Background: an optimization exercise with open tools, aiming at small area, a short achievable clock period and few clock cycles per item. Do not read the settings as production practice.
Function was checked by simulation only, so behaviour that the tests miss may differ from the original.
Power and IR drop assume default switching activity.

old:
Design x64ptw, start of the top module:
module x64ptw (
    input  wire        clk,
    input  wire        rst,
    input  wire        cmd_valid,
    output wire        cmd_ready,
    input  wire [63:0] cmd_root,
    input  wire [63:0] cmd_va,
    input  wire        abort_req,
    output wire        mem_req_valid,
    input  wire        mem_req_ready,
    output wire [63:0] mem_req_addr,
    input  wire        mem_rsp_valid,
    input  wire [63:0] mem_rsp_data,
    input  wire        mem_rsp_err,
    output wire        ent_valid,
    output wire [2:0]  ent_level,
    output wire [8:0]  ent_index,
    output wire [63:0] ent_table_base,
    output wire [63:0] ent_raw,
    output wire        ent_leaf,
    output wire        ent_present,
    output wire        ent_writable,
    output wire        ent_user,
    output wire        ent_write_through,
    output wire        ent_cache_disable,
    output wire        ent_accessed,
    output wire        ent_exec_disable,
    output wire        ent_ps_valid,
    output wire        ent_ps,
    output wire        ent_dirty,
    output wire        ent_global,
    output wire        ent_pat,
    output wire [4:0]  ent_frame_shift,
    output wire [27:0] ent_frame_ref,
  ...
==> flow/config.mk <==
export PLATFORM = sky130hd
export DESIGN_NAME = x64ptw
export DESIGN_NICKNAME = x64ptw
export VERILOG_FILES = /design/flow/design.v
export SDC_FILE = /design/flow/constraint.sdc
export NUM_CORES = 4
export LEC_CHECK = 0
export ABC_CLOCK_PERIOD_IN_PS = 2000
export CAP_MARGIN = 20
export CORE_AREA = 5 5 195 195
export CTS_BUF_LIST = sky130_fd_sc_hd__clkbuf_8 sky130_fd_sc_hd__clkbuf_16
export CTS_CLUSTER_SIZE = 12
export DIE_AREA = 0 0 200 200
export PLACE_DENSITY = 0.65
export SETUP_SLACK_MARGIN = 1.9
export SLEW_MARGIN = 20
export TNS_END_PERCENT = 10
==> flow/constraint.sdc <==
create_clock -name core_clock -period 6.0 [get_ports {clk}]
set_input_delay 1.2000 -clock core_clock [delete_from_list [all_inputs] [get_ports {clk}]]
set_output_delay 1.2000 -clock core_clock [all_outputs]
set_load 0.01 [all_outputs]
standard.sh (not shown) runs the stock make flow with config.mk's settings and CLKGATE_MAP_FILE= SYNTH_SCRIPT=/design/flow/synth_recipe.tcl, a recipe that flattens the netlist after the stock synthesis.
==> flow/flow/run.sh <==
#!/bin/bash
# Standard layout with plain buffers (not delay cells) on the ports, adders
# left to abc as plain gates (no ripple half/full adder cells), and pins
# allowed one track apart so that the die can be smaller.
set -euo pipefail
export BUFFER_PORTS_ARGS="-buffer_cell sky130_fd_sc_hd__buf_1"
export ADDER_MAP_FILE=
export PLACE_PINS_ARGS="-min_distance 1 -min_distance_in_tracks"
bash standard.sh > standard.log 2>&1
Testbench counts of old, summed over its fixed seeds: cycles 20,914, walks 3,200.
diff inputs: old => new
diff --git a/flow/design.v b/flow/design.v
--- a/flow/design.v
+++ b/flow/design.v
@@ -88,22 +88,20 @@
     reg        st_req;       
     reg        st_wait;      
     reg        st_done;      
     reg [1:0]  lv_q;         
     reg [11:3] lo_q;         
     reg        cy_q;         
     reg [11:3] nxt_lo_q;     
     reg        nxt_cy_q;     
     reg        nxt_canon;    
     reg        nxt_ok;       
-    reg        nxt_c4_q;     
-    reg        nxt_c52_q;    
     reg [47:0] va_q;
     reg [63:0] base_q;       
     wire [63:0] raw = mem_rsp_data;
     function [8:0] va_index(input [1:0] lv, input [47:0] va);
         case (lv)
             2'd3:    va_index = va[47:39];
             2'd2:    va_index = va[38:30];
             2'd1:    va_index = va[29:21];
             default: va_index = va[20:12];
         endcase
@@ -145,44 +143,38 @@
         .reserved   (ent_reserved),
         .faulty     (ent_faulty)
     );
     wire answer   = st_wait & mem_rsp_valid;
     wire stop     = mem_rsp_err | !raw[0] | d_leaf | abort_req;
     wire w_end    = answer & stop;                
     wire w_next   = answer & !stop;               
     wire idle     = !(st_req | st_wait | st_done);
     assign cmd_ready = idle | st_done | w_end;
     wire accept      = cmd_valid & cmd_ready;
-    wire first_ok    = nxt_ok & nxt_canon & (!nxt_cy_q | nxt_c4_q | nxt_c52_q);
-    wire first_req   = accept & first_ok;
-    wire [3:0]  root_inc4 = cmd_root[15:12] + 4'd1;
-    wire [63:12] first_hi = {cmd_root[63:16] & {48{!(nxt_cy_q & nxt_c52_q)}},
-                             nxt_cy_q ? root_inc4 : cmd_root[15:12]};
+    wire first_req   = accept & nxt_ok & nxt_canon & !nxt_cy_q;
     assign mem_req_valid = st_req | w_next | first_req;
     assign mem_req_addr  = (st_wait & !stop) ? {24'd0, raw[39:12], index_nxt, 3'b000} :
-                           st_req ? cur_addr : {first_hi, nxt_lo_q, cmd_root[2:0]};
+                           st_req ? cur_addr : {cmd_root[63:12], nxt_lo_q, cmd_root[2:0]};
     always @(posedge clk) begin
         nxt_lo_q  <= first_lo[8:0];
         nxt_cy_q  <= first_cy;
         nxt_canon <= canonical;
         nxt_ok    <= cmd_valid & !accept;
-        nxt_c4_q  <= (cmd_root[15:12] != 4'hF);
-        nxt_c52_q <= &cmd_root[63:12];
     end
     always @(posedge clk) begin
         if (rst) begin
             st_req  <= 1'b0;
             st_wait <= 1'b0;
             st_done <= 1'b0;
         end else if (accept) begin
-            st_req  <= canonical & !(first_ok & mem_req_ready);
-            st_wait <= canonical & first_ok & mem_req_ready;
+            st_req  <= canonical & !(nxt_ok & !nxt_cy_q & mem_req_ready);
+            st_wait <= canonical & nxt_ok & !nxt_cy_q & mem_req_ready;
             st_done <= !canonical;
         end else if (w_next) begin
             st_req  <= !mem_req_ready;
             st_wait <= mem_req_ready;
         end else begin
             if (st_req & mem_req_ready) begin
                 st_req  <= 1'b0;
                 st_wait <= 1'b1;
             end
             if (w_end)
### Flow results
Relative to old, new improves cell area.
old -> new: flip-flop and latch count decreased slightly
Compared with old, in new count of placed standard cells including taps now larger, internal power lost 0.00022 W, worst setup slack climbed 0.085 ns.
Per the comparison of new with old, area of placed instances fell by about 1.3%; total power draw fell by 0.00049 W; area of the mapped netlist fell by about 1.3%; largest stage delay on the critical path rose by 0.12 ns.
Slew at the pin closest to its max-slew limit on new is down relative to old.
Summary of the comparison: via count is higher in new, relative to old.
Testbench counts of new, summed over its fixed seeds: cycles 21,377, walks 3,200.

[separate check: timing with driven ports]
How much do the figures lean on ideal ports? The routed layouts below were timed once more, with nothing changed but the port constraints. Step 1 assumes that a clkbuf_16 drives the clock port and a buf_2 every other input. Step 2 adds t to the input delays and takes it off the output delays; t is the mean of the earliest and latest rising clock arrival at the registers after step 1. Input paths then give back, and output paths get back, about the clock's delay inside the block. a / b / c = ideal ports / drivers / drivers and shift; a / b = the first two.
run | t, ns | slack for setup (ns) | worst register clock-pin slew, ns
old | 0.475 | 1.817 / 1.793 / 1.793 | 0.07 / 0.07
new | 0.469 | 1.903 / 1.808 / 1.808 | 0.07 / 0.07
After both steps setup and hold are still met in every run listed. The setup slack of new, which loses most, moves by -0.095 ns with the drivers and by -0.095 ns with both steps.
